This design comes from an exercise in tuning for small area, a short achievable clock period and few clock cycles per item on the open sky130 flow, not from production work. In this exercise RTL edits were held to simulation tests only and were not proved equivalent to the original.

### design/flow/run.sh
#!/bin/bash
# synth_recipe.tcl (not shown) runs the flow's synth.tcl, then flattens the netlist and writes it again
# the make line also repeats each setting of config.mk as NAME=value (left out here)
make -C /OpenROAD-flow-scripts/flow DESIGN_CONFIG=/design/flow/config.mk WORK_HOME=/design/flow/orfs CLKGATE_MAP_FILE= SYNTH_SCRIPT=/design/flow/synth_recipe.tcl finish
### design/flow/design.v
module sha256_engine (
    input  wire         clk,
    input  wire         rst,         
    input  wire         start,       
    input  wire [15:0]  msg_len,     
    input  wire         in_valid,
    output reg          in_ready,
    input  wire [31:0]  in_data,
    output reg          busy,
    output reg          done,
    output wire [255:0] digest
);
    reg [31:0] R [0:15];         
    reg [31:0] a, b, c, d, e, f, g, h;
    reg [31:0] HA0, HA1, HA2, HA3, HE0, HE1, HE2, HE3;
    reg        first;            
    reg        running;          
    reg        grp;              
    reg [6:0]  rv;               
    reg [3:0]  pos;              
    reg [4:0]  nrx;              
    reg        lastf;            
    reg [14:0] wleft;            
    reg [1:0]  lrem;             
    reg        p80;              
    reg [15:0] len;
    assign digest = {HA0, HA1, HA2, HA3, HE0, HE1, HE2, HE3};
    reg [31:0] k_nx;
    always @(*) begin
        case (rv[5:0])
            6'd0: k_nx = 32'h71374491; 6'd1: k_nx = 32'hb5c0fbcf;
            6'd2: k_nx = 32'he9b5dba5; 6'd3: k_nx = 32'h3956c25b;
            6'd4: k_nx = 32'h59f111f1; 6'd5: k_nx = 32'h923f82a4;
            6'd6: k_nx = 32'hab1c5ed5; 6'd7: k_nx = 32'hd807aa98;
            6'd8: k_nx = 32'h12835b01; 6'd9: k_nx = 32'h243185be;
            6'd10: k_nx = 32'h550c7dc3; 6'd11: k_nx = 32'h72be5d74;
            6'd12: k_nx = 32'h80deb1fe; 6'd13: k_nx = 32'h9bdc06a7;
            6'd14: k_nx = 32'hc19bf174; 6'd15: k_nx = 32'he49b69c1;
            6'd16: k_nx = 32'hefbe4786; 6'd17: k_nx = 32'h0fc19dc6;
            6'd18: k_nx = 32'h240ca1cc; 6'd19: k_nx = 32'h2de92c6f;
            6'd20: k_nx = 32'h4a7484aa; 6'd21: k_nx = 32'h5cb0a9dc;
            6'd22: k_nx = 32'h76f988da; 6'd23: k_nx = 32'h983e5152;
            6'd24: k_nx = 32'ha831c66d; 6'd25: k_nx = 32'hb00327c8;
            6'd26: k_nx = 32'hbf597fc7; 6'd27: k_nx = 32'hc6e00bf3;
            6'd28: k_nx = 32'hd5a79147; 6'd29: k_nx = 32'h06ca6351;
            6'd30: k_nx = 32'h14292967; 6'd31: k_nx = 32'h27b70a85;
            6'd32: k_nx = 32'h2e1b2138; 6'd33: k_nx = 32'h4d2c6dfc;
            6'd34: k_nx = 32'h53380d13; 6'd35: k_nx = 32'h650a7354;
            6'd36: k_nx = 32'h766a0abb; 6'd37: k_nx = 32'h81c2c92e;
            6'd38: k_nx = 32'h92722c85; 6'd39: k_nx = 32'ha2bfe8a1;
            6'd40: k_nx = 32'ha81a664b; 6'd41: k_nx = 32'hc24b8b70;
            6'd42: k_nx = 32'hc76c51a3; 6'd43: k_nx = 32'hd192e819;
            6'd44: k_nx = 32'hd6990624; 6'd45: k_nx = 32'hf40e3585;
            6'd46: k_nx = 32'h106aa070; 6'd47: k_nx = 32'h19a4c116;
            6'd48: k_nx = 32'h1e376c08; 6'd49: k_nx = 32'h2748774c;
            6'd50: k_nx = 32'h34b0bcb5; 6'd51: k_nx = 32'h391c0cb3;
            6'd52: k_nx = 32'h4ed8aa4a; 6'd53: k_nx = 32'h5b9cca4f;
            6'd54: k_nx = 32'h682e6ff3; 6'd55: k_nx = 32'h748f82ee;
            6'd56: k_nx = 32'h78a5636f; 6'd57: k_nx = 32'h84c87814;
            6'd58: k_nx = 32'h8cc70208; 6'd59: k_nx = 32'h90befffa;
            6'd60: k_nx = 32'ha4506ceb; 6'd61: k_nx = 32'hbef9a3f7;
            6'd62: k_nx = 32'hc67178f2; default: k_nx = 32'h428a2f98;
        endcase
    end
    reg [31:0] k_t;             
    function [31:0] rotr(input [31:0] x, input integer r);
        rotr = (x >> r) | (x << (32 - r));
    endfunction
    function [31:0] bsig0(input [31:0] x);
        bsig0 = rotr(x, 2) ^ rotr(x, 13) ^ rotr(x, 22);
    endfunction
    function [31:0] bsig1(input [31:0] x);
        bsig1 = rotr(x, 6) ^ rotr(x, 11) ^ rotr(x, 25);
    endfunction
    function [31:0] ssig0(input [31:0] x);
        ssig0 = rotr(x, 7) ^ rotr(x, 18) ^ (x >> 3);
    endfunction
    function [31:0] ssig1(input [31:0] x);
        ssig1 = rotr(x, 17) ^ rotr(x, 19) ^ (x >> 10);
    endfunction
    function [31:0] csa_s(input [31:0] x, input [31:0] y, input [31:0] z);
        csa_s = x ^ y ^ z;
    endfunction
    function [31:0] csa_c(input [31:0] x, input [31:0] y, input [31:0] z);
        csa_c = ((x & y) | (x & z) | (y & z)) << 1;
    endfunction
    wire [31:0] s1  = bsig1(e);
    wire [31:0] s0  = bsig0(a);
    wire [31:0] ch  = (e & f) | (~e & g);
    wire [31:0] maj = (a & b) | (a & c) | (b & c);
    wire [31:0] wt  = R[15];
    wire [31:0] p0s = csa_s(h, k_t, wt),  p0c = csa_c(h, k_t, wt);
    wire [31:0] e1s = csa_s(d, ch, s1),     e1c = csa_c(d, ch, s1);
    wire [31:0] e2s = csa_s(p0s, p0c, e1s), e2c = csa_c(p0s, p0c, e1s);
    wire [31:0] e3s = csa_s(e2s, e2c, e1c), e3c = csa_c(e2s, e2c, e1c);
    wire [31:0] e_new = e3s + e3c;
    wire [31:0] q1s = csa_s(s1, s0, ch),    q1c = csa_c(s1, s0, ch);
    wire [31:0] a1s = csa_s(p0s, p0c, maj), a1c = csa_c(p0s, p0c, maj);
    wire [31:0] a2s = csa_s(a1s, a1c, q1s), a2c = csa_c(a1s, a1c, q1s);
    wire [31:0] a3s = csa_s(a2s, a2c, q1c), a3c = csa_c(a2s, a2c, q1c);
    wire [31:0] a_new = a3s + a3c;
    wire [31:0] w1s = csa_s(R[0], R[9], ssig0(R[1]));
    wire [31:0] w1c = csa_c(R[0], R[9], ssig0(R[1]));
    wire [31:0] w2s = csa_s(w1s, w1c, ssig1(R[14]));
    wire [31:0] w2c = csa_c(w1s, w1c, ssig1(R[14]));
    wire [31:0] w_next = w2s + w2c;
    wire start_acc = start && !busy;
    wire ffin      = running && rv[6];               
    wire sched     = running && !rv[6] && (rv[5:4] != 2'b00 || rv[3:0] == 4'd15)
                     && rv[5:0] != 6'd63;            
    wire last_blk  = lastf;
    wire [3:0] pos_nx  = ffin ? 4'd0 : pos + 4'd1;
    wire [4:0] nrx_eff = ffin ? 5'd0 : nrx;
    wire fill_ok   = busy && !(running && !rv[6] && (rv[5:4] != 2'b00 || rv[3:0] == 4'd15))
                     && !(ffin && last_blk);
    wire want_new  = fill_ok && !nrx_eff[4] && (pos_nx == nrx_eff[3:0]);
    wire msg_word  = (wleft != 15'd0);
    wire wr        = want_new && (!msg_word || in_valid);
    reg [31:0] pad_word;
    integer    i;
    always @(*) begin
        if (wleft > 15'd1)
            pad_word = in_data;
        else if (wleft == 15'd1) begin
            for (i = 0; i < 4; i = i + 1) begin
                if (lrem == 2'd0 || i < lrem)
                    pad_word[31 - 8*i -: 8] = in_data[31 - 8*i -: 8];
                else if (i == lrem)
                    pad_word[31 - 8*i -: 8] = 8'h80;
                else
                    pad_word[31 - 8*i -: 8] = 8'h00;
            end
        end else
            pad_word = p80 ? 32'h80000000 : 32'h0;
        if (last_blk && nrx_eff == 5'd14)
            pad_word = 32'h0;
        else if (last_blk && nrx_eff == 5'd15)
            pad_word = {13'd0, len, 3'b000};
    end
    wire       rot   = (running && rv[6:2] == 5'b01111 && rv[1:0] != 2'b00) || ffin
                       || (busy && !running && grp) || start_acc;
    wire [1:0] kidx  = pos[1:0] - {1'b0, running};
    wire       load  = rot && (kidx == 2'd3);
    reg  [31:0] iva, ive;
    always @(*) begin
        case (kidx)
            2'd0: begin iva = 32'ha54ff53a; ive = 32'h5be0cd19; end
            2'd1: begin iva = 32'h3c6ef372; ive = 32'h1f83d9ab; end
            2'd2: begin iva = 32'hbb67ae85; ive = 32'h9b05688c; end
            default: begin iva = 32'h6a09e667; ive = 32'h510e527f; end
        endcase
    end
    wire [31:0] tapa = first ? iva : HA3;
    wire [31:0] tape = first ? ive : HE3;
    wire [31:0] suma = tapa + (running ? a : 32'd0);
    wire [31:0] sume = tape + (running ? e : 32'd0);
    wire [4:0] nrx_nx     = nrx_eff + {4'd0, wr};
    wire       running_nx = running ? (rv[6] ? (!last_blk && wr) :
                                       (rv[5:0] < 6'd15) ? ({1'b0, rv[3:0]} + 5'd1 < nrx_nx) : 1'b1)
                                    : (busy && grp && pos == 4'd15 && nrx_nx != 5'd0);
    wire       stop_nx   = ffin && last_blk;
    wire       n_busy    = !rst && (start_acc || (busy && !stop_nx));
    wire       n_first   = rst || start_acc || (ffin ? last_blk : first);
    wire       n_running = !rst && running_nx;
    wire [6:0] n_rv      = (!rst && running && !rv[6]) ? rv + 7'd1 : 7'd0;
    wire [3:0] n_pos     = (rst || (!start_acc && !(busy && !stop_nx))) ? 4'd12 :
                           start_acc ? 4'd13 : pos_nx;
    wire [4:0] n_nrx     = (rst || start_acc) ? 5'd0 : nrx_nx;
    wire       n_grp     = !rst && (start_acc || (busy && !stop_nx && !running_nx &&
                           (pos_nx == 4'd12 || (grp && pos_nx[3:2] == 2'b11))));
    wire       n_lastf   = start_acc ? (msg_len < 16'd56) :
                           ffin ? ((wleft < 15'd14) || (wleft == 15'd14 && lrem != 2'd0)) : lastf;
    wire       n_msgword = start_acc ? (msg_len != 16'd0) :
                           (wr && msg_word) ? (wleft != 15'd1) : msg_word;
    wire       n_ffin    = n_running && n_rv[6];
    wire       n_fill_ok = n_busy && !(n_running && !n_rv[6] && (n_rv[5:4] != 2'b00 || n_rv[3:0] == 4'd15))
                           && !(n_ffin && n_lastf);
    wire [3:0] n_pos_nx  = n_ffin ? 4'd0 : n_pos + 4'd1;
    wire [4:0] n_nrx_eff = n_ffin ? 5'd0 : n_nrx;
    wire       n_want    = n_fill_ok && !n_nrx_eff[4] && (n_pos_nx == n_nrx_eff[3:0]);
    always @(posedge clk) begin
        for (i = 0; i < 15; i = i + 1)
            R[i] <= R[i + 1];
        R[15] <= wr ? pad_word : (sched ? w_next : R[0]);
        k_t   <= (running && !rv[6]) ? k_nx : 32'h428a2f98;
        if (load) begin
            a <= suma; b <= HA0; c <= HA1; d <= HA2;
            e <= sume; f <= HE0; g <= HE1; h <= HE2;
        end else begin
            h <= g; g <= f; f <= e; e <= e_new;
            d <= c; c <= b; b <= a; a <= a_new;
        end
        if (rot) begin
            HA0 <= suma; HA1 <= HA0; HA2 <= HA1; HA3 <= HA2;
            HE0 <= sume; HE1 <= HE0; HE2 <= HE1; HE3 <= HE2;
        end
        lastf <= n_lastf;
        if (start_acc) begin
            len   <= msg_len;
            lrem  <= msg_len[1:0];
            p80   <= (msg_len[1:0] == 2'd0);
            wleft <= {1'b0, msg_len[15:2]} + {14'd0, (msg_len[1:0] != 2'd0)};
        end else begin
            if (wr) begin
                if (msg_word)
                    wleft <= wleft - 15'd1;
                else
                    p80 <= 1'b0;
            end
        end
        busy     <= n_busy;
        done     <= !rst && ffin && last_blk;
        first    <= n_first;
        running  <= n_running;
        grp      <= n_grp;
        rv       <= n_rv;
        pos      <= n_pos;
        nrx      <= n_nrx;
        in_ready <= n_want && n_msgword;
    end
endmodule
### design/flow/config.mk
export PLATFORM = sky130hd
export DESIGN_NAME = sha256_engine
export DESIGN_NICKNAME = sha256_engine
export VERILOG_FILES = /design/flow/design.v
export SDC_FILE = /design/flow/constraint.sdc
export NUM_CORES = 4
export LEC_CHECK = 0
export CAP_MARGIN = 20
export CORE_MARGIN = 2
export CORE_UTILIZATION = 40
export CTS_CLUSTER_DIAMETER = 80
export CTS_CLUSTER_SIZE = 30
export PLACE_DENSITY = 0.6
export SETUP_SLACK_MARGIN = 5
export SLEW_MARGIN = 20
### design/flow/constraint.sdc
create_clock -name core_clock -period 10.0 [get_ports {clk}]
set_input_delay 2.0000 -clock core_clock [delete_from_list [all_inputs] [get_ports {clk}]]
set_output_delay 2.0000 -clock core_clock [all_outputs]
set_load 0.01 [all_outputs]
==> flow_summary.toml, run 1 <==
[yosys]
synth_cells = 5055
yosys_warnings = 2
synth_area_sq_um = 52400
synth_edf_count = 288
postSynthAreaPerCell_sq_um = 10.4
async_reset_ff_frac = 0
synthFlopType = "dfxtp_1"
ys_ff_latch = 1111
yosysSeqAreaShare = 0.479
yosysUniqueCellTypes = 84
syn_nets = 5614

[timing]
slew_violations = 0
tightest_slew_ns = 1.16
rsz0062_at_grt = "yes"
fin_setup_tns_ns = 0
hold_violations = 0
timing.final.crit_share = 0.513
fin_worst_skew_ns = 0.0623
max_freq_mhz = 195
finalSetupViolations = 0
relSlewSlack = 0.220
fin_crit_ns = 5.13

[drt]
vias = 37600
dr_wl_met2_mm = 76.2
wl_per_cell_um = 24.4
viasPerCell = 5.29
drtIter0Drc = 4226
dr_wl_met3_mm = 13.1
wl_met1_mm = 77.6
drtAntennaViolNets = 0
wl_mm = 173
dr.max_layer_used = "met5"
drt_first_pass_iters = 6
remaining_drc_errors = 0

[finish]
postLayoutCoreUtil = 0.476
fill_cells = 12100
regMostFlops = "R"
drive_above_1_share = 0.108
largest_reg_flops = 512
seqCellArea_sq_um = 25300
multi_input_area_sq_um = 26200
syn2layout_area_growth_pct = 18.0
instances_no_fill = 7104
final_nets = 5876

[floorplan]
dieHeight_um = 366
rows = 132
die-area_sq_um = 134000
initial_core_util = 0.404
die_w_um = 366
io_pins = 311
core-area_sq_um = 130000

[setup_path]
max_stage_delay_ns = 0.55
startpoint = "e[15]"
rrSetupSlack_ns = 4.87
cp.required_ns = 10.59
cp_max_fo = 4
cpMostUsedCell = "fa_1"
cp_cell_sequence = "buf_4 > xnor2_2 > xnor2_1 > inv_1 > fa_1 > fa_1 > inv_1 > fa_1 > ha_4 > and2_4 > a221o_1 > a221oi_4 > o21ai_2 > o22a_2 > a221oi_4 > xnor2_2 > a211o_1"
r2r-start = "e[15]"
critPathCaptureType = "flip-flop"
crit_path_top_delay_cell = "fa_1"
cp.arrival_ns = 5.72
critical_path_class = "flip-flop to flip-flop"
cp-start-kind = "flip-flop"

[placement]
place_inst = 6910
place_congestion = 0.983
numPortBuffers = 310
dp_hpwl_mm = 132

[global_routing]
grt_usage = 0.250
grt_pass1_wl_mm = 248
grt_pass1_vias = 36500
antenna_found_initial = 8
overflow = 0
grt_max_degree = 206

[cts]
cts.sink_count = 1111
clock_path_buffers = 3
cts_hold_buf = 0
cts_tree = "done"
clk_pin_slew_ns = 0.11
cts_buffers = 58
cts_root_buf = "clkbuf_16"
clk_latency_ns = 0.76
htree_levels = 2

[min_path]
hold_class = "flip-flop to flip-flop"
hold_start = "R[12][31]"

[flow_run]
cap_viol_max_count = 0

[status]
status = "timing/DRC/antenna clean"
==> worst paths after layout <==
kind                                  end  cells past startpoint
worst max-delay path                e[31]                     17
worst min-delay path            R[11][31]                      0
worst max register to register      e[31]                     17
worst min register to register  R[11][31]                      0
==> per-layer routing <==
layer / track usage / vias to the layer above
li1: - / 17200
met1: 0.362 / 18600
met2: 0.384 / 1525
met3: 0.0366 / 254
met4: 0.0772 / 4
met5: 0 / -
==> stage by stage <==
step / hold WS, ns / setup WS (ns) / cell area [sq um]
floorplan: 0.310 / 3.68 / 52700
global placement: 0.310 / 3.81 / 57200
detailed placement: 0.312 / 3.69 / 57300
CTS: 0.310 / 4.98 / 60600
global route: 0.315 / 4.79 / 61800
finish: 0.308 / 4.87 / 61800
==> cell usage in the layout, fill, tap and decap left out, types with 16 or more instances in the layout <==
cell             netlist  final
and2_1                82     79
o31ai_1               21     21
mux2i_1               40     20
a31oi_1               43     37
clkdlybuf4s50_1        0    310
dfxtp_4                0     30
xnor2_1              345    299
inv_2                  0     25
o211ai_1              34     34
nor2_1               204    198
clkbuf_16              0     60
nand2_1              793    790
a21oi_2                0     29
a21oi_1              256    221
a21o_1                85     85
inv_1                473    446
nor2b_1               22     21
nand3_1               70     67
buf_4                  0    102
a211oi_1              40     38
fa_1                 309    288
xor2_1                90     88
fa_2                   0     21
o21a_1                25     25
dfxtp_1              823    749
nor3_1                56     51
o21ai_0              217    201
ha_4                   0     17
and3_1                19     16
edfxtp_1             288    288
ha_1                 198    175
xnor2_2                0     36
dfxtp_2                0     44
nand2b_1              38     34
==> layout make-up <==
class / instances / area share
Antenna cell: 3 / 0.000121
Clock buffer: 65 / 0.0239
Clock inverter: 37 / 0.0107
Inverter: 473 / 0.0288
Multi-Input combinational cell: 3239 / 0.424
Sequential cell: 1111 / 0.409
Tap cell: 1742 / 0.0352
Timing Repair Buffer: 434 / 0.0685
==> cell families after synthesis <==
kind of cell	after synthesis	share of synthesized area
xor gates and xnor gates	435	0.0727
buffers and inverters	705	0.0507
muxes	58	0.0122
AOI/OAI and AO/OA	881	0.107
adders and majority gates	511	0.166
and+or+nand+nor	1354	0.112
DFF	1111	0.479
==> Yosys cell counts, types with 34 or more instances <==
| library cell | n | area (sq um) |
|---|---|---|
| dfxtp_1 | 823 | 16500 |
| nand2_1 | 793 | 2980 |
| inv_1 | 473 | 1780 |
| xnor2_1 | 345 | 3020 |
| fa_1 | 309 | 6190 |
| edfxtp_1 | 288 | 8650 |
| a21oi_1 | 256 | 1280 |
| o21ai_0 | 217 | 1090 |
| nor2_1 | 204 | 766 |
| clkbuf_1 | 202 | 758 |
| ha_1 | 198 | 2480 |
| xor2_1 | 90 | 788 |
| a21o_1 | 85 | 638 |
| and2_1 | 82 | 513 |
| nand3_1 | 70 | 350 |
| nor3_1 | 56 | 280 |
| a31oi_1 | 43 | 269 |
| a211oi_1 | 40 | 300 |
| mux2i_1 | 40 | 400 |
| nand2b_1 | 38 | 238 |
| o211ai_1 | 34 | 255 |
==> critical path: cells and delay by family (launching register included) <==
family / cells / cell delay [ns]
compound gates: 6 / 1.92
xor+xnor: 3 / 0.51
fa+ha+maj: 4 / 1.72
simple gates: 1 / 0.15
buf+inv: 3 / 0.30
flops: 1 / 0.39
==> timing repair <==
item / in CTS / in global routing
pin swaps: 40 / 114
cloned: 0 / 2
endpoints found under the setup margin: 92 / 54
gates resized for setup: 210 / 189
setup buffers: 37 / 50
Testbench counts, summed over its fixed seeds: cycles 216,073, items 960.
==> run 2: changes to the inputs <==
==> design/flow/flow/run.sh (new file) <==
#!/bin/bash
# Standard layout, but synthesis leaves full adders to ABC instead of mapping
# them to the library's adder cells. Tool output: orfs/logs (per step) and
# make.log here.
set -euo pipefail
bash standard.sh ADDER_MAP_FILE= finish > make.log 2>&1
==> design/flow/standard.sh (new file) <==
#!/bin/bash
# synth_recipe.tcl (not shown) runs the flow's synth.tcl, then flattens the netlist and writes it again
# the make line also repeats each setting of config.mk as NAME=value (left out here)
make -C /OpenROAD-flow-scripts/flow DESIGN_CONFIG=/design/flow/config.mk WORK_HOME=/design/flow/orfs CLKGATE_MAP_FILE= SYNTH_SCRIPT=/design/flow/synth_recipe.tcl "${@:-finish}"
--- a/design/flow/config.mk
+++ b/design/flow/config.mk
@@ -9,6 +9,4 @@
 export CORE_MARGIN = 2
 export CORE_UTILIZATION = 40
-export CTS_CLUSTER_DIAMETER = 80
-export CTS_CLUSTER_SIZE = 30
 export PLACE_DENSITY = 0.6
 export SETUP_SLACK_MARGIN = 5
removed: design/flow/run.sh
==> flow_summary.toml, run 2 <==
[cts]
htree_levels = 3
clock_path_buffers = 3
cts_tree = "done"
clk_latency_ns = 0.76
cts.sink_count = 1111
clk_pin_slew_ns = 0.07
cts_hold_buf = 0
cts_buffers = 115
cts_root_buf = "clkbuf_16"

[yosys]
synth_edf_count = 288
synth_area_sq_um = 58000
synthFlopType = "dfxtp_1"
ys_ff_latch = 1111
yosysSeqAreaShare = 0.433
synth.largest_area_cell = "dfxtp_1"
synth.most_common_cell = "nand2_1"
synthTopCellsByCount = "1087 x nand2_1, 823 x dfxtp_1, 544 x xnor2_1, 494 x nor2_1, 395 x o21ai_0"
yosys_warnings = 2
postSynthAreaPerCell_sq_um = 9.32
yosysUniqueCellTypes = 103
netlist_top_cells_area = "dfxtp_1 28%, edfxtp_1 15%, xnor2_1 8.2%"
async_reset_ff_frac = 0
syn_nets = 6274
yosys.area.top_type_share = 0.284
synth_cells = 6222

[finish]
syn2layout_area_growth_pct = 21.2
final_cell_mix = "1081 x nand2_1, 745 x dfxtp_1, 490 x xnor2_1"
regMostFlops = "R"
seqCellArea_sq_um = 25300
fill_cells = 13200
postLayoutCoreUtil = 0.489
instances_no_fill = 8609
final_nets = 6654
largest_reg_flops = 512
multi_input_area_sq_um = 32800
final_common_cell = "nand2_1"
drive_above_1_share = 0.131

[placement]
place_congestion = 0.984
dp_worst_setup_slack_ns = 2.98
dp_hpwl_mm = 162
numPortBuffers = 310
place_inst = 8245

[drt]
dr_wl_met3_mm = 16.3
wl_mm = 217
viasPerCell = 5.59
drtAntennaViolNets = 0
wl_per_cell_um = 25.2
drt_first_pass_iters = 7
drtIter0Drc = 4764
wl_met1_mm = 90.8
vias = 48100
dr_wl_met2_mm = 96.5
remaining_drc_errors = 0
dr.max_layer_used = "met4"

[timing]
fin_crit_ns = 5.11
slew_violations = 0
fin_setup_tns_ns = 0
finalSetupViolations = 0
max_freq_mhz = 196
setup_ws_ns = 4.89
timing.final.crit_share = 0.511
tightest_slew_ns = 1.24
fin_worst_skew_ns = 0.0333
rsz0062_at_grt = "yes"
relSlewSlack = 0.160
hold_violations = 0

[setup_path]
cp.arrival_ns = 5.73
cp.required_ns = 10.62
cp_max_fo = 11
critPathCaptureType = "flip-flop"
cp-start-kind = "flip-flop"
critical_path_class = "flip-flop to flip-flop"

[status]
status = "timing/DRC/antenna clean"

[floorplan]
die_w_um = 385
rows = 139
core-area_sq_um = 144000
io_pins = 311
die-area_sq_um = 148000
dieHeight_um = 385
initial_core_util = 0.403

[global_routing]
grt_pass1_vias = 44700
grt_usage = 0.283
grt_max_degree = 156
grt_pass1_wl_mm = 306
overflow = 0
antenna_found_initial = 8

[min_path]
hold_class = "flip-flop to flip-flop"

[flow_run]
cap_viol_max_count = 0
-- run 2: cell types whose count changed after synthesis, sizes merged, moves of 42 or more --
cell   delta
nor2    +290
maj3    +267
o21ai   +180
a21oi    +89
xnor3    +83
xor3     +52
o22ai    +55
xnor2   +202
ha      -198
nand2   +293
a21o     -42
inv     -359
fa      -309
xor2    +226
-- run 2: stage by stage --
| stage | cell area, sq um | hold WS [ns] |
|---|---|---|
| finish | 70300 | 0.319 |
| global route | 70300 | 0.326 |
| CTS | 69100 | 0.312 |
| detailed placement | 63100 | 0.312 |
| global placement | 63100 | 0.310 |
| floorplan | 58100 | 0.310 |
-- run 2: kinds of logic after synthesis --
logic type	Yosys count	synth area share
buf+inv	397	0.0267
simple gates	2036	0.150
fa+ha+maj	271	0.0469
flops	1111	0.433
compound gates	1343	0.147
mux	66	0.0119
xor+xnor	998	0.184
-- run 2: critical path, cell delays in order (launching register included) --
cell and delay, ns:
dfxtp_1 0.35, buf_12 0.19, xnor3_1 0.37, xnor3_2 0.40
xnor3_2 0.28, a21oi_2 0.14, o21a_2 0.15, o211ai_1 0.14
maj3_2 0.36, maj3_2 0.34, a2111o_1 0.43, and2_4 0.17
maj3_2 0.34, a41oi_4 0.24, buf_12 0.16, a21oi_4 0.07
o22a_4 0.27, o21bai_1 0.16, xnor2_1 0.13, mux2_4 0.27
-- run 2: final cells by class --
cell class,instances,area share
Antenna cell,3,0.000107
Clock buffer,155,0.0482
Clock inverter,63,0.0122
Inverter,119,0.00647
Multi-Input combinational cell,4714,0.466
Sequential cell,1111,0.360
Tap cell,1903,0.0338
Timing Repair Buffer,541,0.0736
-- run 2: worst paths after layout --
path | start | endpoint | cells past startpoint | slack, ns
worst max register to register | a[14] | a[26] | 19 | 4.89
worst max-delay path | a[14] | a[26] | 19 | 4.89
worst min register to register | R[3][20] | R[2][20] | 0 | 0.32
worst min-delay path | R[3][20] | R[2][20] | 0 | 0.32
-- run 2: metal layers --
metal,track usage,up-vias
met5,0,-
met4,0.142,0
met3,0.0489,445
met2,0.448,2039
met1,0.371,23200
li1,-,22400
-- run 2: repair_timing --
action / 4_1_cts / 5_1_grt
endpoints found under the hold margin: 0 / 0
gates resized for setup: 279 / 193
gates cloned: 0 / 2
buffers inserted: 92 / 49
pin swaps: 88 / 44
setup endpoints to repair: 79 / 123
==> run 3: changes to the inputs <==
==> design/flow/flow/run.sh (replaced) <==
#!/bin/bash
# Standard layout (the standard.sh), with the smallest buffer on the
# ports. Per-step tool logs land in orfs/logs; make's output is in make.log.
set -euo pipefail
bash standard.sh "BUFFER_PORTS_ARGS=-buffer_cell sky130_fd_sc_hd__buf_1" finish > make.log 2>&1
==> flow_summary.toml, run 3 <==
[yosys]
postSynthAreaPerCell_sq_um = 10.4
syn_nets = 5614
yosysSeqAreaShare = 0.479
netlist_top_cells_area = "dfxtp_1 31%, edfxtp_1 17%, fa_1 12%"
synth.largest_area_cell = "dfxtp_1"
yosys_warnings = 2
synthFlopType = "dfxtp_1"
synth_area_sq_um = 52400
async_reset_ff_frac = 0
synth_edf_count = 288
yosysUniqueCellTypes = 84
yosys.area.top_type_share = 0.314
ys_ff_latch = 1111
synthTopCellsByCount = "823 x dfxtp_1, 793 x nand2_1, 473 x inv_1, 345 x xnor2_1, 309 x fa_1"
synth.most_common_cell = "dfxtp_1"
synth_cells = 5055

[drt]
wl_per_cell_um = 24.2
drtIter0Drc = 3914
viasPerCell = 5.29
remaining_drc_errors = 0
drt_first_pass_iters = 6
vias = 38100
drtAntennaViolNets = 0
wl_mm = 174

[setup_path]
critical_path_class = "flip-flop to flip-flop"
rrSetupSlack_ns = 4.96
critPathCaptureType = "flip-flop"
cp.required_ns = 10.64
cp-start-kind = "flip-flop"
cp.arrival_ns = 5.67
cp_max_fo = 6

[cts]
clk_pin_slew_ns = 0.07
clk_latency_ns = 0.79
clock_path_buffers = 3
cts_tree = "done"
cts_root_buf = "clkbuf_16"
htree_levels = 3
cts.sink_count = 1111
cts_buffers = 113

[status]
status = "timing/DRC/antenna clean"

[placement]
numPortBuffers = 310
dp_hpwl_mm = 132
dp_worst_setup_slack_ns = 3.74
place_congestion = 0.973
post_dp_cell_area_sq_um = 55300
place_inst = 6907

[finish]
final_cell_mix = "789 x nand2_1, 759 x dfxtp_1, 464 x inv_1"
regMostFlops = "R"
final_nets = 5910
instances_no_fill = 7198
final_area_sq_um = 61400
multi_input_area_sq_um = 26000
largest_reg_flops = 512
final_common_cell = "nand2_1"
syn2layout_area_growth_pct = 17.2
seqCellArea_sq_um = 25300
fill_cells = 12100
drive_above_1_share = 0.112

[timing]
rsz0062_at_grt = "yes"
tightest_slew_ns = 1.12
slew_violations = 0
relSlewSlack = 0.257
timing.final.crit_share = 0.504
hold_violations = 0
whs_ns = 0.260
fin_setup_tns_ns = 0
fin_worst_skew_ns = 0.0842
finalSetupViolations = 0
setup_ws_ns = 4.96
max_freq_mhz = 199
fin_crit_ns = 5.04

[floorplan]
dieHeight_um = 366
rows = 132
die_w_um = 366
die-area_sq_um = 134000
core-area_sq_um = 130000
initial_core_util = 0.404
io_pins = 311

[global_routing]
overflow = 0
grt_pass1_wl_mm = 248
antenna_found_initial = 7
grt_max_degree = 202
grt_usage = 0.251
grt_pass1_vias = 36700

[min_path]
hold_class = "flip-flop to flip-flop"

[flow_run]
cap_viol_max_count = 0
==> run 3: cell count changes after synthesis, moves of 88 or more <==
cell,previous run,this run
maj3_1,266,4
xor2_1,315,90
a21oi_1,344,256
fa_1,0,309
nand2_1,1087,793
o21ai_0,395,217
nor2_1,494,204
inv_1,113,473
xnor2_1,544,345
ha_1,0,198
==> run 3: worst paths after layout <==
check | from | end | depth (start not counted)
min | R[13][28] | R[12][28] | 0
max reg2reg | e[23] | e[30] | 19
max | e[23] | e[30] | 19
min reg2reg | R[13][28] | R[12][28] | 0
==> run 3: cell families (layout without fill, tap and decap cells) <==
kind of cell    count (synthesis)  in the layout  synth area share
flops                        1111           1111             0.479
fa+ha+maj                     511            511             0.166
xor+xnor                      435            435            0.0727
mux                            58             58            0.0122
other cells                     0              5                 0
compound gates                881            881             0.107
simple gates                 1354           1355             0.112
buf+inv                       705           1100            0.0507
==> run 3: cell type report <==
type                    instances  area share
multi-input cells            3240       0.424
flip-flops and latches       1111       0.411
clock buffers                 159      0.0530
well taps                    1742      0.0355
repair buffers                412      0.0347
inverters                     473      0.0290
clock inverters                56      0.0122
diodes                          5    0.000204
==> run 3: layer usage <==
| layer | track usage | up-vias | routed length [um] |
|---|---|---|---|
| met1 | 0.365 | 18900 | 77100 |
| li1 | - | 17300 | - |
| met3 | 0.0372 | 259 | 14300 |
| met2 | 0.385 | 1636 | 76700 |
| met4 | 0.0809 | 2 | 6000 |
| met5 | 0 | - | 13 |
==> run 3: repair_timing <==
action / in CTS / in global routing
gates cloned: 0 / 4
buffers inserted: 14 / 53
pin swaps: 21 / 65
hold buffers: 0 / 0
resized for setup: 174 / 166
setup endpoints to repair: 104 / 102
==> run 3: through the flow <==
stage               utilization
CTS                       0.463
global placement          0.426
global route              0.473
floorplan                     -
detailed placement        0.426
finish                    0.473
==> run 3: worst max-delay path: stages, from the launching register on <==
cell and delay [ns]:
dfxtp_2 0.51, xnor2_1 0.21, xnor2_2 0.39, inv_1 0.11, fa_1 0.47, fa_1 0.42
inv_1 0.08, fa_1 0.43, ha_1 0.36, a21o_1 0.20, a21oi_4 0.17, buf_4 0.16
and3_2 0.25, nand3_2 0.14, nand2_2 0.14, nor3_4 0.06, nor4b_4 0.31, o31ai_2 0.10
xor2_1 0.14, mux2_2 0.27
==> run 4: changes to the inputs <==
--- a/design/flow/config.mk
+++ b/design/flow/config.mk
@@ -9,4 +9,6 @@
 export CORE_MARGIN = 2
 export CORE_UTILIZATION = 40
+export CTS_CLUSTER_DIAMETER = 100
+export CTS_CLUSTER_SIZE = 25
 export PLACE_DENSITY = 0.6
 export SETUP_SLACK_MARGIN = 5
==> flow_summary.toml, run 4 <==
[finish]
syn2layout_area_growth_pct = 12.5
final_common_cell = "nand2_1"
final_cell_mix = "790 x nand2_1, 755 x dfxtp_1, 463 x inv_1"
seqCellArea_sq_um = 25300
drive_above_1_share = 0.0923
largest_reg_flops = 512
final_nets = 5848
regMostFlops = "R"
multi_input_area_sq_um = 26000
fill_cells = 12300

[global_routing]
overflow = 0
grt_max_degree = 202
grt_pass1_vias = 36100
antenna_found_initial = 9
grt_pass1_wl_mm = 245
grt_usage = 0.248

[yosys]
synth.largest_area_cell = "dfxtp_1"
synth_edf_count = 288
synthFlopType = "dfxtp_1"
ys_ff_latch = 1111
synth_area_sq_um = 52400
yosys.area.top_type_share = 0.314
yosysUniqueCellTypes = 84
netlist_top_cells_area = "dfxtp_1 31%, edfxtp_1 17%, fa_1 12%"
yosysSeqAreaShare = 0.479
synth_cells = 5055
async_reset_ff_frac = 0
syn_nets = 5614
postSynthAreaPerCell_sq_um = 10.4
synth.most_common_cell = "dfxtp_1"
synthTopCellsByCount = "823 x dfxtp_1, 793 x nand2_1, 473 x inv_1, 345 x xnor2_1, 309 x fa_1"
yosys_warnings = 2

[timing]
slew_violations = 0
rsz0062_at_grt = "yes"
fin_setup_tns_ns = 0
tightest_slew_ns = 1.10
relSlewSlack = 0.265
timing.final.crit_share = 0.502
whs_ns = 0.284
max_freq_mhz = 199
finalSetupViolations = 0
fin_worst_skew_ns = 0.0716
hold_violations = 0
fin_crit_ns = 5.02

[cts]
cts_root_buf = "clkbuf_16"
cts.sink_count = 1111
cts_buffers = 54
clock_path_buffers = 3
clk_pin_slew_ns = 0.10
htree_levels = 2
cts_hold_buf = 0
cts_tree = "done"
clk_latency_ns = 0.72

[setup_path]
cp-start-kind = "flip-flop"
startpoint = "R[15][20]"
cp_cell_sequence = "clkinvlp_4 > fa_2 > fa_1 > fa_1 > inv_1 > fa_1 > ha_4 > and3_4 > a311oi_2 > o2111ai_2 > o211ai_1 > nor3_2 > or3_4 > a31oi_4 > xnor2_2 > mux2_2"
cp_max_fo = 4
r2r-start = "R[15][20]"
max_stage_delay_ns = 0.65
cpMostUsedCell = "fa_1"
critPathCaptureType = "flip-flop"
cp.required_ns = 10.59
cp.arrival_ns = 5.61
critical_path_class = "flip-flop to flip-flop"
crit_path_top_delay_cell = "fa_2"

[floorplan]
die-area_sq_um = 134000
dieHeight_um = 366
rows = 132
core-area_sq_um = 130000
io_pins = 311
die_w_um = 366
initial_core_util = 0.404

[status]
status = "timing/DRC/antenna clean"

[min_path]
hold_start = "R[13][28]"
hold_class = "flip-flop to flip-flop"

[drt]
viasPerCell = 5.32
remaining_drc_errors = 0
drtIter0Drc = 3935
wl_mm = 172
drtAntennaViolNets = 0
wl_per_cell_um = 24.3
drt_first_pass_iters = 8
vias = 37600

[placement]
dp_hpwl_mm = 132
numPortBuffers = 310
place_congestion = 0.973

[flow_run]
cap_viol_max_count = 0
## run 4: cell count changes in the layout (fill, tap and decap cells not counted), moves of 5 or more
| cell | previous run | this run |
|---|---|---|
| clkbuf_1 | 26 | 18 |
| bufinv_16 | 10 | 0 |
| clkinvlp_4 | 8 | 3 |
| clkbuf_8 | 16 | 1 |
| clkinv_2 | 19 | 3 |
| clkbuf_16 | 121 | 55 |
| mux2i_2 | 5 | 10 |
| xnor2_2 | 33 | 38 |
## run 4: path summary, 6_finish.rpt
kind / cells past startpoint / slack [ns] / endpoint
min: 0 / 0.28 / R[12][28]
max reg2reg: 16 / 4.98 / a[29]
min reg2reg: 0 / 0.28 / R[12][28]
max: 16 / 4.98 / a[29]
## run 4: stage by stage
step	area (sq um)	cells	utilization	worst slack [ns]
finish	59000	7067	0.454	4.98
global route	59000	7063	0.454	4.82
CTS	58000	7023	0.447	4.97
detailed placement	55300	6907	0.426	3.74
global placement	55300	6906	0.426	3.92
floorplan	52700	5055	-	3.68
## run 4: kinds of logic after synthesis
group | count (synthesis) | share of synthesized area
AOI/OAI and AO/OA | 881 | 0.107
and+or+nand+nor | 1354 | 0.112
muxes | 58 | 0.0122
buffers and inverters | 705 | 0.0507
xor gates and xnor gates | 435 | 0.0727
DFF | 1111 | 0.479
adders and majority gates | 511 | 0.166
## run 4: layer usage
metal,wire (um),GRT usage,vias to the layer above,part of all wire
met1,75800,0.358,18600,0.44
met5,27,0,-,0.00016
met3,14300,0.0384,246,0.083
met4,6170,0.0793,4,0.036
met2,75600,0.381,1618,0.44
li1,-,-,17100,-
## run 4: layout make-up
type	count	share of cell area
repair buffers	409	0.0353
diodes	4	0.000170
inverters	473	0.0302
clock buffers	73	0.0243
well taps	1742	0.0370
flip-flops and latches	1111	0.429
multi-input cells	3240	0.441
clock inverters	15	0.00376
## run 4: worst max-delay path, delay by kind of cell (launching register included)
family                     cells  cell delay, ns
adders and majority gates      5            2.37
AOI/OAI and AO/OA              4            0.89
and+or+nand+nor                3            0.67
DFF                            1            0.36
buffers and inverters          2            0.28
muxes                          1            0.26
xor gates and xnor gates       1            0.07
## run 4: what timing repair did
action                     in CTS  in global routing
buffers inserted               27                 38
pin swaps                      30                 74
gates resized for setup       189                154
setup endpoints to repair     100                 69
cloned                          1                  2
==> run 5: changes to the inputs <==
--- a/design/flow/config.mk
+++ b/design/flow/config.mk
@@ -8,8 +8,9 @@
 export CAP_MARGIN = 20
 export CORE_MARGIN = 2
-export CORE_UTILIZATION = 40
+export CORE_UTILIZATION = 75
+export CTS_BUF_LIST = sky130_fd_sc_hd__clkbuf_8
 export CTS_CLUSTER_DIAMETER = 100
 export CTS_CLUSTER_SIZE = 25
-export PLACE_DENSITY = 0.6
+export PLACE_DENSITY = 0.88
 export SETUP_SLACK_MARGIN = 5
 export SLEW_MARGIN = 20
==> flow_summary.toml, run 5 <==
[placement]
numPortBuffers = 310
place_inst = 6094
post_dp_cell_area_sq_um = 54200
dp_hpwl_mm = 131
dp_worst_setup_slack_ns = 3.92
place_congestion = 1.06

[status]
lastStage = "5_1_grt"
status = "did not finish"
error = "[ERROR GRT-0232] Routing congestion too high. Check the congestion heatmap in the GUI."

[timing]
worstEndpointType = "sequential cell input"
grt-worst-endpoint = "a[30]$_DFF_P_/D"

[floorplan]
initial_core_util = 0.760
rows = 96
dieHeight_um = 268
io_pins = 311
die_w_um = 268

[yosys]
yosys.area.top_type_share = 0.314
synth_cells = 5055
yosysUniqueCellTypes = 84
yosys_warnings = 2
async_reset_ff_frac = 0
synth.largest_area_cell = "dfxtp_1"
synthFlopType = "dfxtp_1"
ys_ff_latch = 1111
synthTopCellsByCount = "823 x dfxtp_1, 793 x nand2_1, 473 x inv_1, 345 x xnor2_1, 309 x fa_1"
syn_nets = 5614
synth.most_common_cell = "dfxtp_1"
synth_area_sq_um = 52400
synth_edf_count = 288
netlist_top_cells_area = "dfxtp_1 31%, edfxtp_1 17%, fa_1 12%"
postSynthAreaPerCell_sq_um = 10.4
yosysSeqAreaShare = 0.479

[cts]
clock_path_buffers = 3
cts_buffers = 51
cts_root_buf = "clkbuf_8"
cts.sink_count = 1111
htree_levels = 2

[global_routing]
grt_max_degree = 182
overflow = 330
grt_usage = 0.757
## run 5: worst min-delay path by stage
stage	from	to	slack [ns]
after global placement	R[4][27]	R[3][27]	0.31
after floorplan	R[11][0]	R[10][0]	0.31
after CTS	R[13][17]	R[12][17]	0.32
after detailed placement	R[2][3]	R[1][3]	0.31
## run 5: timing repair
item                                   CTS
setup buffers                           32
gates resized for setup                221
setup endpoints to repair              252
hold buffers                             0
endpoints found under the hold margin    0
pin swaps                               31
## run 5: metrics by stage
stage           util  hold slack [ns]
2_1_floorplan      -            0.310
3_3_place_gp   0.787            0.310
3_5_place_dp   0.787            0.312
4_1_cts        0.816            0.324
## run 5: per-layer routing
metal  global-route usage  GRT overflow
met5                0.405             4
met3                0.646            59
met2                0.888           126
met1                0.800            57
met4                0.635            84
## run 5: logic make-up after synthesis
kind of cell,synth area share
compound gates,0.107
mux,0.0122
buf+inv,0.0507
xor+xnor,0.0727
flops,0.479
fa+ha+maj,0.166
simple gates,0.112
==> run 6: changes to the inputs <==
==> design/flow/flow/run.sh (replaced) <==
#!/bin/bash
# The standard layout (standard.sh) with two changes: Yosys's synth runs
# without its internal pre-mapping ABC pass (-noabc), so the full adders are
# extracted from the plain gate netlist without polarity inverters; and the
# ports get the smallest buffer. Registers are unchanged. Per-step tool logs
# are in orfs/logs; make's output is in make.log here.
set -euo pipefail
bash standard.sh SYNTH_ARGS=-noabc "BUFFER_PORTS_ARGS=-buffer_cell sky130_fd_sc_hd__buf_1" finish > make.log 2>&1
--- a/design/flow/config.mk
+++ b/design/flow/config.mk
@@ -8,9 +8,8 @@
 export CAP_MARGIN = 20
 export CORE_MARGIN = 2
-export CORE_UTILIZATION = 75
-export CTS_BUF_LIST = sky130_fd_sc_hd__clkbuf_8
+export CORE_UTILIZATION = 60
 export CTS_CLUSTER_DIAMETER = 100
 export CTS_CLUSTER_SIZE = 25
-export PLACE_DENSITY = 0.88
+export PLACE_DENSITY = 0.75
 export SETUP_SLACK_MARGIN = 5
 export SLEW_MARGIN = 20
==> flow_summary.toml, run 6 <==
[floorplan]
die-area_sq_um = 87700
die_w_um = 296
rows = 107
core-area_sq_um = 84900
initial_core_util = 0.604
io_pins = 311
dieHeight_um = 296

[timing]
whs_ns = 0.316
fin_setup_tns_ns = 0
timing.final.crit_share = 0.499
tightest_slew_ns = 1.22
hold_violations = 0
relSlewSlack = 0.167
rsz0062_at_grt = "yes"
slew_violations = 0
setup_ws_ns = 5.01
fin_crit_ns = 4.99
fin_worst_skew_ns = 0.0352
max_freq_mhz = 201
finalSetupViolations = 0

[yosys]
yosysUniqueCellTypes = 89
synth.largest_area_cell = "dfxtp_1"
yosys.area.top_type_share = 0.322
postSynthAreaPerCell_sq_um = 10.9
synth.most_common_cell = "dfxtp_1"
yosys_warnings = 2
async_reset_ff_frac = 0
synth_cells = 4717
ys_ff_latch = 1111
synthFlopType = "dfxtp_1"
netlist_top_cells_area = "dfxtp_1 32%, edfxtp_1 17%, fa_1 12%"
syn_nets = 5265
synth_area_sq_um = 51200
synthTopCellsByCount = "823 x dfxtp_1, 788 x nand2_1, 345 x xnor2_1, 309 x fa_1, 288 x edfxtp_1"
synth_edf_count = 288
yosysSeqAreaShare = 0.490

[drt]
drtIter0Drc = 3970
drtAntennaViolNets = 0
wl_mm = 159
remaining_drc_errors = 0
vias = 36700
drt_first_pass_iters = 6
viasPerCell = 6.00
wl_per_cell_um = 26.0

[setup_path]
cp.arrival_ns = 5.56
rrSetupSlack_ns = 5.01
r2r_cells = 18
r2r-end = "e[30]"
critPathCaptureType = "flip-flop"
critical_path_class = "flip-flop to flip-flop"
r2r-start = "e[13]"
cp_max_fo = 6
cp-start-kind = "flip-flop"
cp.required_ns = 10.57

[finish]
final_cell_mix = "788 x nand2_1, 750 x dfxtp_1, 310 x buf_1"
regMostFlops = "R"
final_nets = 5482
final_common_cell = "nand2_1"
postLayoutCoreUtil = 0.665
largest_reg_flops = 512
drive_above_1_share = 0.0920
syn2layout_area_growth_pct = 10.2

[min_path]
hold_start = "R[2][29]"
hold_depth = 0
hold_path_end = "R[1][29]"
hold_class = "flip-flop to flip-flop"

[global_routing]
grt_pass1_wl_mm = 226
grt_use_met1 = 0.490
grt_max_degree = 207
antenna_found_initial = 3
grt_usage = 0.353
met3_usage = 0.0444
overflow = 0
grt_pass1_vias = 34100
met2_usage = 0.541
grt-busiest-layer = "met2"

[cts]
clk_pin_slew_ns = 0.11
cts_root_buf = "clkbuf_16"
cts_buffers = 53
cts_tree = "done"
clock_path_buffers = 3
clk_latency_ns = 0.69
cts.sink_count = 1111
htree_levels = 2

[placement]
place_congestion = 1.05
dp_hpwl_mm = 120
dp_worst_setup_slack_ns = 3.12
numPortBuffers = 310

[status]
status = "timing/DRC/antenna clean"

[flow_run]
cap_viol_max_count = 0
==> run 6: changes by cell type after synthesis, sizes merged, moves of 13 or more <==
cell	change
inv	-389
nor2	+39
o22ai	+32
mux2	+30
a21oi	-28
maj3	+28
mux2i	-25
nand3	-23
nor3	-17
o21ai	+17
a22oi	+14
a31oi	-14
nor2b	+13
==> run 6: logic make-up (layout without fill, tap and decap cells) <==
group           Yosys count  in the layout  synth area share
compound gates          875            875             0.108
xor+xnor                428            428            0.0736
fa+ha+maj               528            528             0.173
buf+inv                 325            574            0.0242
flops                  1111           1111             0.490
mux                      60             60            0.0128
other cells               0              1                 0
simple gates           1390           1391             0.119
==> run 6: stage by stage <==
stage,std cells,cell area (sq um)
floorplan,4717,51400
global placement,5971,53300
detailed placement,5971,53300
CTS,6079,55500
global route,6111,56400
finish,6112,56500
==> run 6: worst max path at each step <==
stage	start	to	slack (ns)	cells past startpoint
after floorplan	rv[0]	a[24]	-0.75	9
after global placement	start	e[23]	3.24	11
after detailed placement	start	e[16]	3.12	9
after CTS	e[13]	e[30]	4.84	17
after global routing	R[15][2]	a[30]	4.91	16
final	e[13]	e[30]	5.01	18
==> run 6: worst max-delay path, cell delays in order (launching register included) <==
cell      delay (ns)
dfxtp_4         0.41
xnor2_4         0.16
xnor2_2         0.14
buf_4           0.17
fa_1            0.52
fa_1            0.45
fa_1            0.47
ha_1            0.25
fa_2            0.38
a211oi_2        0.27
o21a_1          0.22
o21ai_2         0.14
a22oi_2         0.18
buf_4           0.17
a211oi_4        0.08
o41ai_4         0.30
o21a_1          0.20
xnor2_1         0.09
mux2_2          0.26
==> run 6: area by class of cell <==
cell class | instances | area [sq um]
multi-input cells | 3282 | 25800
repair buffers | 400 | 1990
clock inverters | 10 | 176
fillers | 6660 | 28400
flip-flops and latches | 1111 | 25300
diodes | 1 | 2.50
clock buffers | 78 | 1430
inverters | 86 | 340
well taps | 1144 | 1430
==> run 6: timing repair <==
action | CTS | global route
pin swaps | 17 | 55
buffers inserted | 19 | 29
cloned | 1 | 3
setup endpoints to repair | 385 | 56
hold buffers | 0 | 0
resized for setup | 119 | 142
==> run 6: metal layers <==
metal	wire length (um)	share of wire
met4	10300	0.064
met3	13000	0.082
met1	64700	0.41
met5	27	0.00017
met2	71100	0.45
==> run 7: changes to the inputs <==
--- a/design/flow/config.mk
+++ b/design/flow/config.mk
@@ -8,8 +8,8 @@
 export CAP_MARGIN = 20
 export CORE_MARGIN = 2
-export CORE_UTILIZATION = 60
+export CORE_UTILIZATION = 40
 export CTS_CLUSTER_DIAMETER = 100
 export CTS_CLUSTER_SIZE = 25
-export PLACE_DENSITY = 0.75
+export PLACE_DENSITY = 0.6
 export SETUP_SLACK_MARGIN = 5
 export SLEW_MARGIN = 20
==> flow_summary.toml, run 7 <==
[status]
status = "timing/DRC/antenna clean"

[floorplan]
core-area_sq_um = 127000
dieHeight_um = 362
die-area_sq_um = 131000
die_w_um = 362
initial_core_util = 0.402
rows = 131
io_pins = 311

[min_path]
hold_path_end = "R[1][11]"
hold_class = "flip-flop to flip-flop"
hold_depth = 0
hold_start = "R[2][11]"

[global_routing]
grt_max_degree = 182
grt_usage = 0.252
grt_pass1_vias = 34600
antenna_found_initial = 5
grt_pass1_wl_mm = 242
overflow = 0

[finish]
largest_reg_flops = 512
drive_above_1_share = 0.0973
regMostFlops = "R"
final_cell_mix = "787 x nand2_1, 744 x dfxtp_1, 310 x buf_1"
postLayoutCoreUtil = 0.449
final_common_cell = "nand2_1"
syn2layout_area_growth_pct = 11.6
final_nets = 5479

[timing]
hold_violations = 0
relSlewSlack = 0.242
tightest_slew_ns = 1.13
finalSetupViolations = 0
timing.final.crit_share = 0.494
setup_ws_ns = 5.06
max_freq_mhz = 202
whs_ns = 0.321
fin_worst_skew_ns = 0.0374
slew_violations = 0
fin_crit_ns = 4.94
fin_setup_tns_ns = 0
rsz0062_at_grt = "yes"

[drt]
wl_per_cell_um = 25.4
remaining_drc_errors = 0
dr_wl_met3_mm = 11.7
wl_mm = 168
wl_met1_mm = 75.1
viasPerCell = 5.42
drtAntennaViolNets = 0
dr_wl_met2_mm = 73.0
drt_first_pass_iters = 5
dr.max_layer_used = "met4"
vias = 36000
drtIter0Drc = 3231

[yosys]
yosysSeqAreaShare = 0.490
syn_nets = 5265
synth.most_common_cell = "dfxtp_1"
yosys.area.top_type_share = 0.322
synthTopCellsByCount = "823 x dfxtp_1, 788 x nand2_1, 345 x xnor2_1, 309 x fa_1, 288 x edfxtp_1"
yosysUniqueCellTypes = 89
async_reset_ff_frac = 0
netlist_top_cells_area = "dfxtp_1 32%, edfxtp_1 17%, fa_1 12%"
synth_edf_count = 288
synthFlopType = "dfxtp_1"
ys_ff_latch = 1111
synth_cells = 4717
synth.largest_area_cell = "dfxtp_1"
yosys_warnings = 2
synth_area_sq_um = 51200
postSynthAreaPerCell_sq_um = 10.9

[cts]
htree_levels = 2
cts_root_buf = "clkbuf_16"
clock_path_buffers = 3
cts_hold_buf = 0
cts_tree = "done"
clk_pin_slew_ns = 0.10
clk_latency_ns = 0.71
cts_buffers = 54
cts.sink_count = 1111

[setup_path]
cpLargestDelayFamily = "adder cells"
cp_max_fo = 6
worst-path-buf-inv = 1
cpMostUsedCell = "fa_1"
critPathCaptureType = "flip-flop"
cp.required_ns = 10.59
cp_cell_sequence = "xnor2_2 > xnor2_2 > buf_4 > fa_1 > fa_1 > fa_1 > ha_1 > and3_1 > and3_1 > o221ai_4 > o211ai_1 > a221oi_2 > o21a_1 > o21ai_1 > xor2_1 > mux2_2"
r2r_cells = 16
r2r-end = "a[30]"
cp.arrival_ns = 5.53
cp-start-kind = "flip-flop"
crit_path_top_delay_cell = "fa_1"
max_stage_delay_ns = 0.59
r2r-start = "e[16]"
critical_path_class = "flip-flop to flip-flop"
startpoint = "e[16]"
worst-path-stages = 16
rrSetupSlack_ns = 5.06

[placement]
dp_hpwl_mm = 130
dp_worst_setup_slack_ns = 3.80
numPortBuffers = 310
place_congestion = 0.978

[flow_run]
cap_viol_max_count = 0
## run 7: cell counts after synthesis
No cell type changed its count.
## run 7: logic make-up (layout without fill, tap and decap cells)
kind of cell,Yosys count,after routing,synth area share
other cells,0,5,0
fa+ha+maj,528,528,0.173
xor+xnor,428,428,0.0736
mux,60,60,0.0128
buf+inv,325,570,0.0242
flops,1111,1111,0.490
simple gates,1390,1392,0.119
compound gates,875,875,0.108
## run 7: how the worst max path moves through the flow
stage             to  slack [ns]
6_report       a[30]        5.06
3_5_place_dp   e[30]        3.80
5_1_grt        a[30]        4.88
3_3_place_gp   e[30]        3.87
4_1_cts        e[30]        4.95
2_1_floorplan  a[24]       -0.75
## run 7: timing repair
item,CTS,global route
resized for setup,165,115
endpoints found under the setup margin,169,123
cloned,2,1
buffers inserted,22,18
pin swaps,30,55
## run 7: layout make-up
type,instances,area [sq um]
Tap cell,1662,2080
Fill cell,11900,70200
Antenna cell,5,12.5
Timing Repair Buffer,395,1920
Clock buffer,72,1440
Multi-Input combinational cell,3283,25900
Clock inverter,17,200
Inverter,86,335
Sequential cell,1111,25300
## run 7: layer usage
metal	global-route usage	up-vias
li1	-	16500
met1	0.359	17800
met2	0.380	1469
met3	0.0367	282
met4	0.112	0
met5	0	-
## run 7: worst register-to-register path, cell delays in order (launching register included)
cell      delay (ns)
dfxtp_4         0.40
xnor2_2         0.23
xnor2_2         0.13
buf_4           0.16
fa_1            0.56
fa_1            0.59
fa_1            0.44
ha_1            0.37
and3_1          0.24
and3_1          0.23
o221ai_4        0.08
o211ai_1        0.26
a221oi_2        0.43
o21a_1          0.20
o21ai_1         0.08
xor2_1          0.15
mux2_2          0.27
## run 7: per-stage QoR
step | cell area, sq um | std cells
CTS | 56500 | 6607
finish | 57200 | 6631
detailed placement | 54000 | 6494
global route | 57200 | 6626
floorplan | 51400 | 4717
global placement | 54000 | 6494
==> run 8: changes to the inputs <==
--- a/design/flow/design.v
+++ b/design/flow/design.v
@@ -21,6 +21,6 @@
     reg [4:0]  nrx;              
     reg        lastf;            
-    reg [14:0] wleft;            
-    reg [1:0]  lrem;             
+    reg [13:0] wfull;            
+    reg        tailw;            
     reg        p80;              
     reg [15:0] len;
@@ -85,4 +85,26 @@
         csa_c = ((x & y) | (x & z) | (y & z)) << 1;
     endfunction
+    function [31:0] padd(input [31:0] x, input [31:0] y);
+        reg [31:0] g, p, gg, pp, gn, pn;
+        integer l, j;
+        begin
+            g = x & y; p = x ^ y; gg = g; pp = p;
+            for (l = 0; l < 5; l = l + 1) begin
+                gn = gg; pn = pp;
+                for (j = 0; j < 32; j = j + 1)
+                    if (1 == 0 ? (j >= (1 << l)) : (((j >> l) & 1) == 1)) begin
+                        if (1 == 0) begin
+                            gn[j] = gg[j] | (pp[j] & gg[j - (1 << l)]);
+                            pn[j] = pp[j] & pp[j - (1 << l)];
+                        end else begin
+                            gn[j] = gg[j] | (pp[j] & gg[((j >> l) << l) - 1]);
+                            pn[j] = pp[j] & pp[((j >> l) << l) - 1];
+                        end
+                    end
+                gg = gn; pp = pn;
+            end
+            padd = p ^ {gg[30:0], 1'b0};
+        end
+    endfunction
     wire [31:0] s1  = bsig1(e);
     wire [31:0] s0  = bsig0(a);
@@ -115,16 +137,17 @@
                      && !(ffin && last_blk);
     wire want_new  = fill_ok && !nrx_eff[4] && (pos_nx == nrx_eff[3:0]);
-    wire msg_word  = (wleft != 15'd0);
+    wire full_word = (wfull != 14'd0);
+    wire msg_word  = full_word || tailw;
     wire wr        = want_new && (!msg_word || in_valid);
     reg [31:0] pad_word;
     integer    i;
     always @(*) begin
-        if (wleft > 15'd1)
+        if (full_word)
             pad_word = in_data;
-        else if (wleft == 15'd1) begin
+        else if (tailw) begin
             for (i = 0; i < 4; i = i + 1) begin
-                if (lrem == 2'd0 || i < lrem)
+                if (i < len[1:0])
                     pad_word[31 - 8*i -: 8] = in_data[31 - 8*i -: 8];
-                else if (i == lrem)
+                else if (i == len[1:0])
                     pad_word[31 - 8*i -: 8] = 8'h80;
                 else
@@ -153,9 +176,9 @@
     wire [31:0] tapa = first ? iva : HA3;
     wire [31:0] tape = first ? ive : HE3;
-    wire [31:0] suma = tapa + (running ? a : 32'd0);
-    wire [31:0] sume = tape + (running ? e : 32'd0);
+    wire [31:0] suma = padd(tapa, running ? a : 32'd0);
+    wire [31:0] sume = padd(tape, running ? e : 32'd0);
     wire [4:0] nrx_nx     = nrx_eff + {4'd0, wr};
     wire       running_nx = running ? (rv[6] ? (!last_blk && wr) :
-                                       (rv[5:0] < 6'd15) ? ({1'b0, rv[3:0]} + 5'd1 < nrx_nx) : 1'b1)
+                                       (rv[5:4] == 2'b00 && rv[3:0] != 4'd15) ? (!want_new || wr) : 1'b1)
                                     : (busy && grp && pos == 4'd15 && nrx_nx != 5'd0);
     wire       stop_nx   = ffin && last_blk;
@@ -169,8 +192,8 @@
     wire       n_grp     = !rst && (start_acc || (busy && !stop_nx && !running_nx &&
                            (pos_nx == 4'd12 || (grp && pos_nx[3:2] == 2'b11))));
-    wire       n_lastf   = start_acc ? (msg_len < 16'd56) :
-                           ffin ? ((wleft < 15'd14) || (wleft == 15'd14 && lrem != 2'd0)) : lastf;
+    wire       n_lastf   = start_acc ? (msg_len[15:6] == 10'd0 && msg_len[5:3] != 3'b111) :
+                           ffin ? (wfull[13:4] == 10'd0 && wfull[3:1] != 3'b111) : lastf;
     wire       n_msgword = start_acc ? (msg_len != 16'd0) :
-                           (wr && msg_word) ? (wleft != 15'd1) : msg_word;
+                           (wr && msg_word) ? (full_word && (wfull != 14'd1 || tailw)) : msg_word;
     wire       n_ffin    = n_running && n_rv[6];
     wire       n_fill_ok = n_busy && !(n_running && !n_rv[6] && (n_rv[5:4] != 2'b00 || n_rv[3:0] == 4'd15))
@@ -198,11 +221,13 @@
         if (start_acc) begin
             len   <= msg_len;
-            lrem  <= msg_len[1:0];
             p80   <= (msg_len[1:0] == 2'd0);
-            wleft <= {1'b0, msg_len[15:2]} + {14'd0, (msg_len[1:0] != 2'd0)};
+            wfull <= msg_len[15:2];
+            tailw <= (msg_len[1:0] != 2'd0);
         end else begin
             if (wr) begin
-                if (msg_word)
-                    wleft <= wleft - 15'd1;
+                if (full_word)
+                    wfull <= wfull - 14'd1;
+                else if (tailw)
+                    tailw <= 1'b0;
                 else
                     p80 <= 1'b0;
==> flow_summary.toml, run 8 <==
[yosys]
yosys.area.top_type_share = 0.329
synth_edf_count = 288
synthFlopType = "dfxtp_1"
synth_area_sq_um = 50100
netlist_top_cells_area = "dfxtp_1 33%, edfxtp_1 17%, fa_1 13%"
yosys_warnings = 2
synth_cells = 4528
ys_ff_latch = 1111
yosysSeqAreaShare = 0.502
synth.most_common_cell = "dfxtp_1"
yosysUniqueCellTypes = 90
syn_nets = 5068
postSynthAreaPerCell_sq_um = 11.1
synthTopCellsByCount = "823 x dfxtp_1, 787 x nand2_1, 338 x xnor2_1, 317 x fa_1, 288 x edfxtp_1"
async_reset_ff_frac = 0
synth.largest_area_cell = "dfxtp_1"

[timing]
fin_crit_ns = 5.05
timing.final.crit_share = 0.505
fin_setup_tns_ns = 0
slew_violations = 0
max_freq_mhz = 198
hold_violations = 0
rsz0062_at_grt = "yes"
tightest_slew_ns = 1.14
whs_ns = 0.314
relSlewSlack = 0.234
fin_worst_skew_ns = 0.0565
finalSetupViolations = 0
setup_ws_ns = 4.95

[global_routing]
antenna_found_initial = 10
grt_max_degree = 103
grt_usage = 0.256
grt_pass1_vias = 34000
overflow = 0
grt_pass1_wl_mm = 239

[min_path]
hold_path_end = "R[6][30]"
hold_class = "flip-flop to flip-flop"
hold_depth = 0
hold_start = "R[7][30]"

[cts]
clk_pin_slew_ns = 0.11
htree_levels = 2
cts_root_buf = "clkbuf_16"
cts.sink_count = 1111
cts_tree = "done"
clk_latency_ns = 0.71
cts_buffers = 52
clock_path_buffers = 3

[setup_path]
rrSetupSlack_ns = 4.95
r2r_cells = 14
cp.arrival_ns = 5.62
cpLargestDelayFamily = "adder cells"
critPathCaptureType = "flip-flop"
critical_path_class = "flip-flop to flip-flop"
crit_path_top_delay_cell = "fa_2"
worst-path-buf-inv = 0
max_stage_delay_ns = 0.63
cpMostUsedCell = "fa_1"
cp_cell_sequence = "fa_2 > fa_1 > fa_1 > fa_1 > ha_1 > a211o_1 > o211ai_1 > a2111oi_4 > o221ai_2 > o31a_1 > o21ai_2 > a31oi_1 > xnor2_1 > mux2_2"
cp-start-kind = "flip-flop"
cp_max_fo = 4
r2r-start = "k_t[3]"
r2r-end = "a[29]"
cp.required_ns = 10.57

[drt]
drtAntennaViolNets = 0
vias = 34700
remaining_drc_errors = 0
wl_mm = 167
drtIter0Drc = 3513
drt_first_pass_iters = 7
wl_per_cell_um = 26.0
viasPerCell = 5.41

[finish]
final_common_cell = "nand2_1"
syn2layout_area_growth_pct = 10.8
regMostFlops = "R"
largest_reg_flops = 512
final_nets = 5280
final_cell_mix = "785 x nand2_1, 758 x dfxtp_1, 310 x buf_1"
fill_cells = 11700
final_area_sq_um = 55500
drive_above_1_share = 0.0832

[floorplan]
dieHeight_um = 358
core-area_sq_um = 124000
die-area_sq_um = 128000
io_pins = 311
initial_core_util = 0.404
rows = 129
die_w_um = 358

[placement]
place_congestion = 0.987
dp_hpwl_mm = 130
dp_worst_setup_slack_ns = 4.00
post_dp_cell_area_sq_um = 52800
numPortBuffers = 310

[status]
status = "timing/DRC/antenna clean"

[flow_run]
cap_viol_max_count = 0
==> run 8: cell types whose count changed in the layout (fill, tap and decap cells not counted), moves of 15 or more <==
cell,change
nor2_1,-35
nand2b_1,-30
a211oi_1,-22
xnor2_2,-19
dfxtp_4,-16
fa_1,+16
nor2b_1,-15
==> run 8: layout make-up <==
| class | instances | area (sq um) | area share |
|---|---|---|---|
| clock buffers | 74 | 1420 | 0.0255 |
| multi-input cells | 3093 | 24500 | 0.441 |
| clock inverters | 9 | 135 | 0.00244 |
| well taps | 1637 | 2050 | 0.0369 |
| inverters | 91 | 345 | 0.00622 |
| flip-flops and latches | 1111 | 25200 | 0.455 |
| repair buffers | 391 | 1820 | 0.0327 |
| diodes | 4 | 10.0 | 0.000180 |
==> run 8: repair_timing <==
action,4_1_cts,5_1_grt
pin swaps,40,38
resized for setup,129,64
endpoints found under the setup margin,87,60
cloned,0,1
buffers inserted,22,16
hold buffers,0,0
==> run 8: worst max-delay path by stage <==
stage	slack (ns)	startpoint	to	cells past startpoint
4_1_cts	5.00	k_t[3]	a[31]	14
2_1_floorplan	4.46	start	a[31]	7
5_1_grt	4.84	e[15]	a[28]	15
3_5_place_dp	4.00	running	a[31]	18
6_report	4.95	k_t[3]	a[29]	14
3_3_place_gp	4.10	running	a[31]	18
==> run 8: cells by family after synthesis <==
group                      count (synthesis)  synth area share
muxes                                     57            0.0125
DFF                                     1111             0.502
and+or+nand+nor                         1284             0.110
xor gates and xnor gates                 414            0.0727
adders and majority gates                520             0.176
buffers and inverters                    325            0.0246
AOI/OAI and AO/OA                        817             0.103
==> run 8: routing by layer <==
| metal | track usage | part of all wire |
|---|---|---|
| met4 | 0.113 | 0.048 |
| met3 | 0.0369 | 0.069 |
| met2 | 0.392 | 0.44 |
| met1 | 0.361 | 0.44 |
| met5 | 0 | 0.00016 |
==> run 8: per-stage QoR <==
stage	std cells	utilization
3_3_place_gp	6284	0.426
4_1_cts	6389	0.444
5_1_grt	6406	0.448
6_report	6410	0.448
3_5_place_dp	6284	0.426
2_1_floorplan	4528	-
==> run 8: worst register-to-register path, cell delays in order, from the launching register on <==
cell	delay, ns
dfxtp_2	0.34
fa_2	0.63
fa_1	0.47
fa_1	0.51
fa_1	0.44
ha_1	0.31
a211o_1	0.13
o211ai_1	0.25
a2111oi_4	0.50
o221ai_2	0.21
o31a_1	0.36
o21ai_2	0.23
a31oi_1	0.13
xnor2_1	0.15
mux2_2	0.26
Testbench counts of run 8, summed over its fixed seeds: cycles 216,073, items 960.

[re-timing with driven ports]
The results above use ideal ports. As a check the final layouts listed here were re-extracted and re-timed, cells and wires unchanged. Step 1 sets driving cells, clkbuf_16 on the clock port and buf_2 on the other inputs (assumed; they add their load-dependent delay and slew). Step 2 also shifts input and output timing later by t, the mid clock arrival at the registers, as if the neighbouring blocks saw the same clock. a / b / c = ideal ports / drivers / drivers and shift; a / b = the first two.
run	t, ns	slack for setup (ns)	hold slack, ns	worst data-port slew with drivers (ns)
run 1	0.799	4.866 / 4.866 / 4.429	0.308 / 0.308 / 0.308	0.05
run 2	0.835	4.890 / 4.890 / 4.304	0.319 / 0.319 / 0.319	0.09
run 3	0.829	4.964 / 4.964 / 4.616	0.260 / 0.260 / 0.260	0.06
run 4	0.772	4.983 / 4.983 / 4.598	0.284 / 0.284 / 0.284	0.06
run 6	0.744	5.013 / 5.013 / 4.820	0.316 / 0.316 / 0.316	0.07
run 7	0.768	5.060 / 5.060 / 4.517	0.321 / 0.321 / 0.321	0.06
run 8	0.760	4.950 / 4.950 / 4.816	0.314 / 0.314 / 0.314	0.05
After both steps every run listed still meets setup and hold. For run 2, which loses most, drivers alone change the setup slack by 0.000 ns; drivers and shift together by -0.586 ns.
